What follows belongs to an exercise in optimizing a design on an open flow for small area; a production flow would make more cautious choices.
Only simulation tests tie the RTL to the original design; equivalence was not proved.
Power and IR drop assume default switching activity.

## ts100_i2cm
module ts100_i2cm (
    input  wire        clk,
    input  wire        rst_n,
    input  wire        h_valid,
    input  wire        h_write,
    input  wire [2:0]  h_size,
    input  wire [4:0]  h_addr,
    input  wire [31:0] h_wdata,
    output reg  [31:0] h_rdata,
    output wire        h_err,
    input  wire        scl_i,
    input  wire        sda_i,
    output wire        scl_o,
    output wire        sda_o
);
    localparam [2:0] ST_OFF      = 3'd0,
                     ST_IDLE     = 3'd1,
                     ST_STARTING = 3'd2,
                     ST_STARTED  = 3'd3,
                     ST_ADDRESS  = 3'd4,
                     ST_READY    = 3'd5,
                     ST_TRANSMIT = 3'd6,
                     ST_STOPPING = 3'd7;
    reg [11:0] ccr;
    reg        fs;
    reg [5:0]  trise;
    reg [15:0] to;
    reg [2:0]  st;
    reg [1:0]  ph;
    reg [8:0]  sh;
    reg [15:0] wcnt;
    reg [11:0] div;
    reg        spend;
    reg        sda_drv;
    reg        nackf;
    reg        tof;
    reg        cmderr;
    reg [3:0]  errcode;
    wire st_off   = (st == ST_OFF);
    wire st_idle  = (st == ST_IDLE);
    wire st_sting = (st == ST_STARTING);
  ...
Size in the first run: roughly 670 cells after synthesis, ~86 flip-flops.
==> flow/config.mk <==
export PLATFORM = sky130hd
export DESIGN_NAME = ts100_i2cm
export DESIGN_NICKNAME = ts100_i2cm
export VERILOG_FILES = /design/flow/design.v
export SDC_FILE = /design/flow/constraint.sdc
export NUM_CORES = 4
export LEC_CHECK = 0
export CAP_MARGIN = 20
export CORE_MARGIN = 2
export CORE_UTILIZATION = 40
export CTS_BUF_LIST = sky130_fd_sc_hd__clkbuf_8
export SLEW_MARGIN = 20
==> flow/constraint.sdc <==
create_clock -name core_clock -period 10.0 [get_ports {clk}]
set_input_delay 2.0000 -clock core_clock [delete_from_list [all_inputs] [get_ports {clk}]]
set_output_delay 2.0000 -clock core_clock [all_outputs]
set_load 0.01 [all_outputs]
run.sh (not shown) runs the stock make flow with config.mk's settings and CLKGATE_MAP_FILE= SYNTH_SCRIPT=/design/flow/synth_recipe.tcl, a recipe that flattens the netlist after the stock synthesis.
Then changed:
==> flow/flow/run.sh (new file) <==
#!/bin/bash
# Standard layout, with the port buffers made from the smallest buffer cell.
set -o pipefail




export BUFFER_PORTS_ARGS="-buffer_cell sky130_fd_sc_hd__buf_1"
bash standard.sh > standard.log 2>&1
==> flow/standard.sh (new file) <==
#!/bin/bash
# synth_recipe.tcl (not shown) runs the flow's synth.tcl, then flattens the netlist and writes it again
# the make line also repeats each setting of config.mk as NAME=value (left out here)
make -C /OpenROAD-flow-scripts/flow DESIGN_CONFIG=/design/flow/config.mk WORK_HOME=/design/flow/orfs CLKGATE_MAP_FILE= SYNTH_SCRIPT=/design/flow/synth_recipe.tcl "${@:-finish}"
Settings changed: CTS_BUF_LIST sky130_fd_sc_hd__clkbuf_8 to sky130_fd_sc_hd__clkbuf_16, CTS_CLUSTER_DIAMETER from default to 500, CTS_CLUSTER_SIZE from default to 100.
removed: flow/run.sh
- clock power is higher by 61%
- count of clock-buffer cells in the layout increases by 1
- total power went up by 21%
- worst setup slack improved by 0.69 ns
- routed wire length fell by 2.5%
- sequential power barely changes
- non-clock buffer count increases by 1
Then changed:
==> flow/flow/run.sh (replaced) <==
#!/bin/bash
# Own layout flow: the standard flow (standard.sh) with two changes.
#  1. Synthesis is the standard flow's own script (synth_recipe.tcl, unchanged), except that
#     the abc call maps the logic with the area-oriented script flow/area.abc
#     instead of ORFS's speed script. Everything before and after abc (and so
#     every register, its name and cell) is the standard synthesis's.
#     The adders are left to abc too (ADDER_MAP_FILE empty).
#  2. Port buffers are made from sky130_fd_sc_hd__buf_1.
#  3. The clock tree is built with the options in flow/cts_args (no dummy loads).
# Each tool's output goes to a log file in this folder.
set -euo pipefail
HERE=$(pwd)
{
  cat <<'EOT'
proc abc {args} {
  set i [lsearch -exact $args -script]
  if {$i >= 0} {
    set args [lreplace $args [expr {$i + 1}] [expr {$i + 1}] $::env(OWN_ABC_SCRIPT)]
  }
  yosys abc {*}$args
}
EOT
  cat synth_recipe.tcl
} > own_synth.tcl
sed "s|SYNTH_SCRIPT=[^ ]*|SYNTH_SCRIPT=$HERE/own_synth.tcl|" standard.sh > own_standard.sh
grep -q "SYNTH_SCRIPT=$HERE/own_synth.tcl" own_standard.sh
export OWN_ABC_SCRIPT="$HERE/flow/area.abc"
# no adder cells from ADDER_MAP_FILE: abc maps the adders with the rest of the logic
export ADDER_MAP_FILE=
export BUFFER_PORTS_ARGS="-buffer_cell sky130_fd_sc_hd__buf_1"
# clock tree options (flow/cts_args), in place of ORFS's defaults
export CTS_ARGS="$(cat flow/cts_args)"
bash own_standard.sh > standard.log 2>&1
==> flow/flow/area.abc (new file) <==
strash
&get -n
&deepsyn -T 60
&put
strash
&get -n
&dch -f
&nf -a -R 20
&put
==> flow/flow/cts_args (new file) <==
-sink_clustering_enable -repair_clock_nets -buf_list sky130_fd_sc_hd__clkbuf_8 -dont_use_dummy_load
Settings changed: CTS_BUF_LIST sky130_fd_sc_hd__clkbuf_16 to sky130_fd_sc_hd__clkbuf_8, CTS_CLUSTER_DIAMETER 500 to default, CTS_CLUSTER_SIZE 100 to default.
Non-clock buffer count stays the same.
Synthesized area drops by about a fifth.
Wire length drops by a quarter to a third.
Combinational power drops by about a fifth.
Cell area drops by about a fifth.
Maximum frequency climbs by roughly a tenth.
Clock skew climbs by 0.011 ns.
Then changed:
--- a/flow/flow/run.sh
+++ b/flow/flow/run.sh
@@ -7 +6,0 @@
-#     The adders are left to abc too (ADDER_MAP_FILE empty).
@@ -28,2 +26,0 @@
-# no adder cells from ADDER_MAP_FILE: abc maps the adders with the rest of the logic
-export ADDER_MAP_FILE=
=> Die area goes up by 8.8%. Worst setup slack is worse by 0.21 ns. Count of clock-buffer cells in the layout does not change. Worst hold slack improved by 0.017 ns. Wire length rose by 10%. Maximum frequency falls by 3.7%. Non-clock buffer count is unchanged. Via count came out higher by 8.7%. Register-to-register slack loses 0.77 ns. Area after synthesis increases by 9.2%.

re-timing with driven ports:
In the flow no input, the clock included, has a driving cell. The finished layouts below were timed again as built, in two steps. Step 1: set_driving_cell puts a clkbuf_16 on clk and a buf_2 on each other input, an assumption about the parent block. Step 2 times the ports against the registers' clock, not the clock port: input delays grow and output delays shrink by t, the midpoint of the rising clock arrivals with the driver on. Slacks: no drivers / after step 1 / after step 2; pairs: no drivers / after step 1.
| run | shift t [ns] | slack for setup (ns) | clock arrival spread, ns | worst data-port slew with drivers (ns) |
|---|---|---|---|---|
| the first run | 0.405 | 3.165 / 3.132 / 3.132 | 0.019 / 0.019 | 0.05 |
| the second run | 0.385 | 3.852 / 3.826 / 3.826 | 0.012 / 0.012 | 0.04 |
| the third run | 0.374 | 4.565 / 4.521 / 4.521 | 0.023 / 0.023 | 0.05 |
| the fourth run | 0.392 | 4.356 / 4.331 / 4.331 | 0.016 / 0.016 | 0.04 |
After both steps setup and hold are still met in every run listed. The setup slack of the third run, which loses most, moves by -0.044 ns with the drivers and by -0.044 ns with both steps.
